Background: an optimization exercise with open tools, aiming at small area, a short achievable clock period and few clock cycles per item. Do not read the settings as production practice. The RTL was checked by simulation tests, not by an equivalence proof against the original design.

==> flow/design.v, too long to show whole: its modules and the start of the top module <==
// module dec32: 3324 lines
module dec32 (
    input  wire        clk,
    input  wire        rst,
    input  wire        in_valid,
    output wire        in_ready,
    input  wire [31:0] in_value,
    output wire        out_valid,
    input  wire        out_ready,
    output wire [3:0]  out_len,
    output wire [87:0] out_str
);
  // ...
==> flow/flow/run.sh <==
#!/bin/bash
# The standard layout (the standard.sh, standard synthesis included), with
# ORFS's timing repair aimed at a setup slack of 6.85 ns instead of 0 so that
# it works toward a shorter achieved period. The clock period and the SDC are
# unchanged. Every port still gets its own buffer (a buf_2 rather than the
# default pick). standard.sh's full output goes to standard.log.
export SETUP_SLACK_MARGIN=6.85
export BUFFER_PORTS_ARGS="-buffer_cell sky130_fd_sc_hd__buf_2"
bash standard.sh > standard.log 2>&1
==> flow/standard.sh <==
#!/bin/bash
# synth_recipe.tcl (not shown) runs the flow's synth.tcl, then flattens the netlist and writes it again
# the make line also repeats each setting of config.mk as NAME=value (left out here)
make -C /OpenROAD-flow-scripts/flow DESIGN_CONFIG=/design/flow/config.mk WORK_HOME=/design/flow/orfs CLKGATE_MAP_FILE= SYNTH_SCRIPT=/design/flow/synth_recipe.tcl "${@:-finish}"
==> flow/config.mk <==
export PLATFORM = sky130hd
export DESIGN_NAME = dec32
export DESIGN_NICKNAME = dec32
export VERILOG_FILES = /design/flow/design.v
export SDC_FILE = /design/flow/constraint.sdc
export NUM_CORES = 4
export LEC_CHECK = 0
export ABC_AREA = 1
export CAP_MARGIN = 20
export CORE_MARGIN = 2
export CORE_UTILIZATION = 62
export CTS_CLUSTER_DIAMETER = 100
export CTS_CLUSTER_SIZE = 30
export SLEW_MARGIN = 20
==> flow/constraint.sdc <==
create_clock -name core_clock -period 10.0 [get_ports {clk}]
set_input_delay 2.0000 -clock core_clock [delete_from_list [all_inputs] [get_ports {clk}]]
set_output_delay 2.0000 -clock core_clock [all_outputs]
set_load 0.01 [all_outputs]
==> results.cfg, run 1 <==
[clock_tree]
cts_tree = built
cts-root-buf = clkbuf_16
ctsHoldBuffers = 0
clkTransAtPathRegs_ns = 0.12
h-tree-depth = 1

[logic_synthesis]
ys_types = 66
synthMuxAreaShare = 0.001409
synthCells = 3006
synthMostInstantiatedCell = nand2_1
synth_seq_area_share = 0.4203
synthFlopType = edfxtp_1

[grt]
grt_max_degree = 101
grt_pass1_wl_um = 81170
grt-ovfl-total = 0

[route]
wl_met1_um = 21000
routed-via-count = 19580
drt_iter0_markers = 1368
dr.pass1.iters = 8
dr.max_layer_used = met4
drt-wirelength-per-cell_um = 14.10

[layout]
largestRegisters = o_nib x44, rl_d x38
syn_to_final_growth_pct = 11.73
dominant_cells = multi-input gates
flops_and_latches = 312
stdcell_area_um2 = 23810
multi_input_area_um2 = 10970
largest_reg_flops = 44
postLayoutCoreUtil = 0.7067
clock_buffers = 22
diodes = 0

[sta]
tightest_slew_ns = 0.9076
hold_slack_ns = 0.4192

[critical_path]
worstSetupPathDepth = 1
crit_start = o_nib[34]$_SDFFCE_PP0N_
arrival_ns = 1.18
cp_data_required_time_ns = 8.00

[floorplanning]
rows = 67

[status]
outcome = finished clean

[placement]
dpl_cell_area_um2 = 22190

[power]
Testbench counts, summed over its fixed seeds: cycles 2,104, items 2,048.
==> run 2: changes to the inputs <==
--- a/flow/config.mk
+++ b/flow/config.mk
@@ -10,5 +10,5 @@
 export CORE_MARGIN = 2
 export CORE_UTILIZATION = 62
 export CTS_CLUSTER_DIAMETER = 100
-export CTS_CLUSTER_SIZE = 30
+export CTS_CLUSTER_SIZE = 25
 export SLEW_MARGIN = 20
==> run 2 against run 1 <==
Against the previous run: register-to-register slack got worse by 0.04 ns; critical path depth is the same; first-iteration DRC count about the same; non-clock buffer count decreased by 9; clock skew down 0.0042 ns; synthesized cell count is the same; largest cell class unchanged; highest routed layer unchanged.
==> results.cfg, run 2 <==
[status]
outcome = finished clean

[logic_synthesis]
yosysTopAreaCell = edfxtp_1
synth_edf_count = 271
synthCells = 3006
ys_types = 66
ys_warn_count = 1
synthTopCellsByArea = edfxtp_1, nand2_1, inv_1, nor2_1, nand3_1
avgSynthCellArea_um2 = 7.091
synthMostInstantiatedCell = nand2_1
synth_top_area_frac = 0.3818
ys_ff_latch = 312
async_reset_ff_frac = 0
synth_area_um2 = 21310
synth_seq_area_share = 0.4203
synthFlopType = edfxtp_1
synthTopCellsByCount = nand2_1, inv_1, nor2_1

[clock_tree]
cts_buffers = 16
cts_buffer_depth = 3
h-tree-depth = 1
clkTransAtPathRegs_ns = 0.11
clkSinkCount = 312
clk_latency_ns = 0.53
cts-root-buf = clkbuf_16
cts_tree = built
ctsHoldBuffers = 0

[grt]
grt_use_met2 = 0.5080
busiest_layer = met2
grt_max_degree = 101
grt_use_met1 = 0.3312
grt.total_usage = 0.2716
antenna_found_initial = 0
grt-ovfl-total = 0
use_met3 = 0.02354
grt_pass1_wl_um = 81080
grt_pass1_vias = 18160

[sta]
rsz0062_at_grt = yes
slew_headroom = 0.3931
finClkSkew_ns = 0.02135
hold_viol_final = 0
fin_setup_tns_ns = 0
max_freq_ghz = 0.3142
fin_crit_ns = 3.182
slew_viol_final = 0
final.period_utilization = 0.3182
tightest_slew_ns = 0.9094
finalSetupViolations = 0

[critical_path]
r2r-start = rl_d[15]$_DFFE_PN_
crit_family = flip-flops
end_kind = output pin
critical-path-slowest-cell = edfxtp_1
rrSetupSlack_ns = 6.95
r2r-end = o_nib[20]$_SDFFCE_PP0N_
arrival_ns = 1.18
crit_path_max_fanout = 1
cp_data_required_time_ns = 8.00
cpPeakStageDelay_ns = 0.47
start_kind = flop
cp_num_buf_inv = 1
crit_type = flop to output pin
path_cells = buf_2
rr_worst_depth = 14

[layout]
diodes = 0
drive_gt1_frac = 0.1594
final_common_cell = nand2_1
multi_input_area_um2 = 10960
num-nets-final = 3182
n_fill_cell = 2754
syn_to_final_growth_pct = 11.08
layout.cells.non_filler = 3592
largestRegisters = o_nib x44, rl_d x38
top_register = o_nib
seq_area_um2 = 8959
final_cell_mix = nand2_1, inv_1, nor2_1
largest_reg_flops = 44

[route]
drc_errors = 0
drt_iter0_markers = 1369
routed-via-count = 19510
wl_um = 50190
ant_nets = 0
via_per_inst = 5.430
dr.pass1.iters = 6
drt-wirelength-per-cell_um = 13.97

[placement]
place_congestion = 0.9235
io_buffers = 106
dp_cells = 3523
place_hpwl_um = 37130

[hold_path]
hp-class = flop to flop
holdPathEnd = rl_d[0]$_DFFE_PN_
min-delay-start = r4_m[0]$_DFFE_PN_
min_path_cells = 0

[job]
drv_cap = 0

[floorplanning]
io_pins = 130
dieArea_um2 = 35880
rows = 67
die_w_um = 189.4
fp.dieH_um = 189.4
coreArea_um2 = 33700
start_util = 0.6325
-- run 2: cell counts after synthesis --
No cell type changed its count.
-- run 2: per-layer routing --
metal  part of all wire  vias to the layer above
met4              0.030                        0
met3              0.044                       88
met5                  0                        -
met1               0.42                     8915
li1                   -                     9977
met2               0.51                      526
-- run 2: per-stage QoR --
step                area (µm²)  utilization  setup WS, ns  hold WS (ns)
global placement         22190       0.6584         6.014        0.4003
CTS                      22860       0.6784         6.822        0.4210
global route             23680       0.7026         6.776        0.4266
floorplan                21430            -         6.735        0.4003
detailed placement       22190       0.6584         5.987        0.4045
finish                   23680       0.7026         6.818        0.4153
-- run 2: area by class of cell --
| class | instances | area share |
|---|---|---|
| clock buffers | 26 | 0.01939 |
| clock inverters | 2 | 0.0007398 |
| inverters | 454 | 0.07393 |
| multi-input cells | 2197 | 0.4631 |
| flip-flops and latches | 312 | 0.3784 |
| well taps | 448 | 0.02367 |
| repair buffers | 150 | 0.03958 |
| repair inverters | 3 | 0.001215 |
-- run 2: logic make-up (layout without fill, tap and decap cells) --
kind of cell             Yosys count  in the layout  share of synthesized area
multiplexers                       3              3                   0.001409
other                              2             23                  0.0003523
buffers and inverters            519            635                    0.09880
flip-flops                       312            312                     0.4203
AO/OA/AOI/OAI                    486            486                     0.1404
adder cells (fa/ha/maj)           12             12                   0.007044
XOR/XNOR                          31             31                    0.01274
AND/OR/NAND/NOR                 1641           1642                     0.3190
-- run 2: timing repair --
action / 4_1_cts / 5_1_grt
gates cloned: 4 / 2
endpoints found under the hold margin: 0 / 0
endpoints found under the setup margin: 139 / 124
buffers inserted: 12 / 23
gates resized for setup: 19 / 171
pin swaps: 4 / 26
-- run 2: worst max path at each step --
stage,from,to,slack (ns),depth (start not counted)
final,o_nib[34]$_SDFFCE_PP0N_,out_str[66],6.82,1
after global routing,r4_d[24]$_SDFFCE_PP1N_,rl_d[36]$_SDFFCE_PP1N_,6.78,20
after CTS,o_nib[34]$_SDFFCE_PP0N_,out_str[66],6.82,1
after detailed placement,out_ready,r4_d[6]$_DFFE_PN_,5.99,4
after global placement,out_ready,r4_d[5]$_DFFE_PN_,6.01,4
after floorplan,out_ready,r0_v$_SDFFE_PP0N_,6.73,4
==> run 3: changes to the inputs <==
--- a/flow/config.mk
+++ b/flow/config.mk
@@ -6,9 +6,9 @@
 export NUM_CORES = 4
 export LEC_CHECK = 0
 export ABC_AREA = 1
-export CAP_MARGIN = 20
+export CAP_MARGIN = 5
 export CORE_MARGIN = 2
-export CORE_UTILIZATION = 62
+export CORE_UTILIZATION = 50
 export CTS_CLUSTER_DIAMETER = 100
 export CTS_CLUSTER_SIZE = 25
-export SLEW_MARGIN = 20
+export SLEW_MARGIN = 5
==> run 3 against run 2 <==
Against the previous run: sequential cell count unchanged; synthesized area unchanged; sequential share of layout area decreased by 0.69 points; cell count increased by 2.8%; critical path depth unchanged; clock skew increased by 0.018 ns; maximum frequency increased by 0.82%; clock-buffer cell count decreased by 4; core utilization decreased by 13 points; via count decreased by 1.0%; worst setup slack improved by 0.026 ns; critical path type unchanged; critical endpoint is now out_str[2].
==> results.cfg, run 3 <==
[grt]
grt_max_degree = 82
grt_pass1_wl_um = 81700
antenna_found_initial = 0
grt.total_usage = 0.2235
grt-ovfl-total = 0
grt_pass1_vias = 17470

[clock_tree]
cts_buffer_depth = 3
cts_buffers = 17
clk_latency_ns = 0.55
ctsHoldBuffers = 0
clkTransAtPathRegs_ns = 0.10
cts-root-buf = clkbuf_16
clkSinkCount = 312
h-tree-depth = 1
cts_tree = built

[logic_synthesis]
synth_area_um2 = 21310
ys_ff_latch = 312
avgSynthCellArea_um2 = 7.091
yosysTopAreaCell = edfxtp_1
synth_seq_area_share = 0.4203
synth_top_area_frac = 0.3818
synth_edf_count = 271
synthFlopType = edfxtp_1
synthMostInstantiatedCell = nand2_1
ys_warn_count = 1
synthTopCellsByCount = nand2_1, inv_1, nor2_1
synthCells = 3006
ys_types = 66
async_reset_ff_frac = 0
synthTopCellsByArea = edfxtp_1, nand2_1, inv_1, nor2_1, nand3_1

[sta]
tightest_slew_ns = 0.9149
final.period_utilization = 0.3156
fin_crit_ns = 3.156
finClkSkew_ns = 0.03902
fin_setup_tns_ns = 0
layout_setup_ws_ns = 6.844
hold_viol_final = 0
slew_headroom = 0.3894
slew_viol_final = 0
max_freq_ghz = 0.3168
rsz0062_at_grt = yes
finalSetupViolations = 0

[route]
drt_iter0_markers = 1336
routed-via-count = 19310
drt-wirelength-per-cell_um = 13.97
ant_nets = 0
wl_um = 51560
dr.pass1.iters = 6
drc_errors = 0
via_per_inst = 5.232

[status]
outcome = finished clean

[floorplanning]
dieArea_um2 = 44300
coreArea_um2 = 42040
start_util = 0.5070
fp.dieH_um = 210.5
io_pins = 130
die_w_um = 210.5
rows = 75

[layout]
postLayoutCoreUtil = 0.5736
largestRegisters = o_nib x44, rl_d x38
top_register = o_nib
n_fill_cell = 3921
largest_reg_flops = 44
diodes = 0
final_cell_mix = nand2_1, inv_1, nor2_1
final_common_cell = nand2_1
drive_gt1_frac = 0.1716
num-nets-final = 3191
syn_to_final_growth_pct = 13.13
seq_area_um2 = 8959
multi_input_area_um2 = 11160

[job]
drv_cap = 0

[critical_path]
cp_num_buf_inv = 1
cpPeakStageDelay_ns = 0.46
r2r-start = rl_d[16]$_SDFFCE_PP1N_
cp_data_required_time_ns = 8.00
crit_path_max_fanout = 1
r2r-end = o_pres[9]$_DFFE_PN_
critical-path-slowest-cell = edfxtp_1
path_cells = buf_6
rr_worst_depth = 15
end_kind = output pin
arrival_ns = 1.16
crit_family = flip-flops
crit_type = flop to output pin
start_kind = flop
rrSetupSlack_ns = 6.90

[placement]
place_congestion = 0.9072
place_hpwl_um = 38050
pre_cts_ws_ns = 6.112
io_buffers = 106

[hold_path]
min-delay-start = r4_m[0]$_DFFE_PN_
hp-class = flop to flop
holdPathEnd = rl_d[0]$_DFFE_PN_
min_path_cells = 0
## run 3: cell types whose count changed in the layout (fill, tap and decap cells not counted), moves of 5 or more
cell | previous run | this run
inv_1 | 374 | 379
buf_4 | 38 | 45
nand3_2 | 10 | 15
nor2_2 | 38 | 44
nand2_2 | 34 | 51
nor2_1 | 284 | 272
nor2_4 | 12 | 18
a21oi_4 | 13 | 21
a21oi_2 | 49 | 42
o21ai_1 | 93 | 87
nand2_1 | 986 | 970
## run 3: layer usage
metal / wire, µm / global-route usage / vias to the layer above
met2: 25390 / 0.4073 / 333
met3: 1762 / 0.02041 / 54
li1: - / - / 9996
met1: 23370 / 0.2893 / 8927
met5: 0 / 0 / -
met4: 1032 / 0.04687 / 0
## run 3: cell type report
class	count	area share
sequential	312	0.3715
clock inverter	6	0.003477
inverter	454	0.07285
timing repair buffer	159	0.04234
multi-input combinational	2198	0.4627
tap	539	0.02797
timing repair inverter	1	0.0006746
clock buffer	22	0.01842
## run 3: worst max-delay path by stage
stage	startpoint	endpoint	slack (ns)	cells past startpoint
2_1_floorplan	out_ready	r0_v$_SDFFE_PP0N_	6.73	4
3_3_place_gp	out_ready	rl_d[7]$_DFFE_PN_	6.14	4
3_5_place_dp	out_ready	rl_d[7]$_DFFE_PN_	6.11	4
4_1_cts	o_nib[2]$_SDFFCE_PP1N_	out_str[2]	6.81	1
5_1_grt	rl_d[16]$_SDFFCE_PP1N_	o_pres[1]$_DFFE_PN_	6.75	15
6_report	o_nib[2]$_SDFFCE_PP1N_	out_str[2]	6.84	1
## run 3: metrics by stage
step	instance area, µm²	cells	hold slack (ns)
2_1_floorplan	21430	3027	0.4003
4_1_cts	22990	3651	0.4248
6_report	24110	3691	0.4267
3_5_place_dp	22320	3616	0.4045
3_3_place_gp	22320	3616	0.4017
5_1_grt	24110	3691	0.4357
## run 3: logic make-up after synthesis
kind of cell | after synthesis | share of synthesized area
compound gates | 486 | 0.1404
other cells | 2 | 0.0003523
mux | 3 | 0.001409
xor+xnor | 31 | 0.01274
flops | 312 | 0.4203
buf+inv | 519 | 0.09880
simple gates | 1641 | 0.3190
fa+ha+maj | 12 | 0.007044
## run 3: repair_timing
action	4_1_cts	5_1_grt
pin swaps	4	47
gates resized for setup	23	209
setup buffers	5	37
cloned	2	3
setup endpoints to repair	171	141
==> run 4: changes to the inputs <==
--- a/flow/config.mk
+++ b/flow/config.mk
@@ -6,9 +6,9 @@
 export NUM_CORES = 4
 export LEC_CHECK = 0
 export ABC_AREA = 1
-export CAP_MARGIN = 5
+export CAP_MARGIN = 20
 export CORE_MARGIN = 2
 export CORE_UTILIZATION = 50
 export CTS_CLUSTER_DIAMETER = 100
 export CTS_CLUSTER_SIZE = 25
-export SLEW_MARGIN = 5
+export SLEW_MARGIN = 20
==> run 4 against run 3 <==
Against the previous run: via count did not move; sequential share of layout area did not move; hold slack did not move; routed wire length did not move; sequential cell count did not move; synthesized area did not move; non-clock buffer count did not move; final area did not move; first-iteration DRC count did not move; register-to-register slack barely moved; critical path type unchanged; critical endpoint unchanged.
==> results.cfg, run 4 <==
[critical_path]
cp_data_required_time_ns = 8.00
path_cells = buf_6
start_kind = flop
end_kind = output pin
cpPeakStageDelay_ns = 0.46
cp_num_buf_inv = 1
critical-path-slowest-cell = edfxtp_1
arrival_ns = 1.16
crit_family = flip-flops
crit_type = flop to output pin
crit_path_max_fanout = 1

[logic_synthesis]
ys_types = 66
yosysTopAreaCell = edfxtp_1
synth_seq_area_share = 0.4203
async_reset_ff_frac = 0
ys_warn_count = 1
synth_edf_count = 271
synthTopCellsByCount = nand2_1, inv_1, nor2_1
synthFlopType = edfxtp_1
synthTopCellsByArea = edfxtp_1, nand2_1, inv_1, nor2_1, nand3_1
ys_ff_latch = 312
synthMostInstantiatedCell = nand2_1
synth_top_area_frac = 0.3818
avgSynthCellArea_um2 = 7.091
synth_area_um2 = 21310
synthCells = 3006

[sta]
finClkSkew_ns = 0.03902
finalSetupViolations = 0
fin_setup_tns_ns = 0
tightest_slew_ns = 0.9149
final.period_utilization = 0.3156
fin_crit_ns = 3.156
max_freq_ghz = 0.3168
hold_viol_final = 0
slew_headroom = 0.3894
rsz0062_at_grt = yes
slew_viol_final = 0

[clock_tree]
cts_buffer_depth = 3
cts-root-buf = clkbuf_16
cts_tree = built
h-tree-depth = 1
ctsHoldBuffers = 0
clkTransAtPathRegs_ns = 0.10
clk_latency_ns = 0.55
cts_buffers = 17
clkSinkCount = 312

[floorplanning]
start_util = 0.5070
die_w_um = 210.5
dieArea_um2 = 44300
io_pins = 130
coreArea_um2 = 42040
fp.dieH_um = 210.5
rows = 75

[placement]
place_congestion = 0.9072
dpl_cell_area_um2 = 22320
place_hpwl_um = 38050
io_buffers = 106

[status]
outcome = finished clean

[grt]
grt_pass1_wl_um = 81700
grt.total_usage = 0.2235
grt_pass1_vias = 17470
grt_max_degree = 82
antenna_found_initial = 0
grt-ovfl-total = 0

[route]
routed-via-count = 19310
dr.pass1.iters = 6
via_per_inst = 5.232
ant_nets = 0
wl_um = 51560
drc_errors = 0
drt-wirelength-per-cell_um = 13.97
drt_iter0_markers = 1336

[layout]
final_cell_mix = nand2_1, inv_1, nor2_1
drive_gt1_frac = 0.1716
largest_reg_flops = 44
final_common_cell = nand2_1
largestRegisters = o_nib x44, rl_d x38
num-nets-final = 3191
diodes = 0
top_register = o_nib
syn_to_final_growth_pct = 13.13
n_fill_cell = 3921
postLayoutCoreUtil = 0.5736
stdcell_area_um2 = 24110

[hold_path]
hp-class = flop to flop

[job]
drv_cap = 0
==> run 4: cell counts in the layout (fill, tap and decap cells not counted) <==
Identical to the previous run, type by type.
==> run 4: cell families after synthesis <==
kind of cell             count (synthesis)  share of synthesized area
AO/OA/AOI/OAI                          486                     0.1404
XOR/XNOR                                31                    0.01274
adder cells (fa/ha/maj)                 12                   0.007044
buffers and inverters                  519                    0.09880
flip-flops                             312                     0.4203
multiplexers                             3                   0.001409
other                                    2                  0.0003523
AND/OR/NAND/NOR                       1641                     0.3190
==> run 4: cell type report <==
class	count	area, µm²	area share
inverter	454	1757	0.07285
clock buffer	22	444.2	0.01842
multi-input combinational	2198	11160	0.4627
clock inverter	6	83.83	0.003477
timing repair inverter	1	16.27	0.0006746
sequential	312	8959	0.3715
tap	539	674.4	0.02797
timing repair buffer	159	1021	0.04234
==> run 4: worst paths after layout <==
| kind | startpoint | to | slack (ns) | depth (start not counted) |
|---|---|---|---|---|
| setup / recovery | o_nib[2]$_SDFFCE_PP1N_ | out_str[2] | 6.84 | 1 |
| hold / removal | r4_m[0]$_DFFE_PN_ | rl_d[0]$_DFFE_PN_ | 0.43 | 0 |
| setup reg to reg | rl_d[16]$_SDFFCE_PP1N_ | o_pres[9]$_DFFE_PN_ | 6.90 | 15 |
| hold reg to reg | r4_m[0]$_DFFE_PN_ | rl_d[0]$_DFFE_PN_ | 0.43 | 0 |
==> run 4: what timing repair did <==
action | CTS | global route
gates cloned | 2 | 3
pin swaps | 4 | 47
setup endpoints to repair | 171 | 141
resized for setup | 23 | 209
buffers inserted | 5 | 37
==> run 4: through the flow <==
stage | setup WS, ns | std cells | hold WS (ns)
3_3_place_gp | 6.137 | 3616 | 0.4017
6_report | 6.844 | 3691 | 0.4267
3_5_place_dp | 6.112 | 3616 | 0.4045
2_1_floorplan | 6.735 | 3027 | 0.4003
5_1_grt | 6.745 | 3691 | 0.4357
4_1_cts | 6.808 | 3651 | 0.4248
==> run 4: metal layers <==
layer  track usage  wire length, µm  part of all wire
met2        0.4073            25390              0.49
met4       0.04687             1032             0.020
met5             0                0                 0
met1        0.2893            23370              0.45
met3       0.02041             1762             0.034

==> re-timing with driven ports <==
No port has a modelled driver above. Below, the same layouts with a new extraction and two added sets of constraints. Step 1 assumes that a clkbuf_16 drives the clock port and a buf_2 every other input. Step 2 adds t to the input delays and takes it off the output delays; t is the mean of the earliest and latest rising clock arrival at the registers after step 1. Input paths then give back, and output paths get back, about the clock's delay inside the block. Slacks: ideal ports / drivers / drivers and shift; pairs: ideal ports / drivers.
| run | t, ns | setup slack, ns | clock arrival spread, ns | worst data-port slew with drivers (ns) | pins driven straight from the clock port |
|---|---|---|---|---|---|
| run 1 | 0.578 | 6.817 / 6.764 / 6.476 | 0.026 / 0.026 | 0.08 | 1 |
| run 2 | 0.568 | 6.818 / 6.765 / 6.467 | 0.023 / 0.023 | 0.08 | 1 |
| run 3 | 0.587 | 6.844 / 6.787 / 6.453 | 0.039 / 0.039 | 0.05 | 1 |
| run 4 | 0.587 | 6.844 / 6.787 / 6.453 | 0.039 / 0.039 | 0.05 | 1 |
After both steps setup and hold are still met in every run listed.
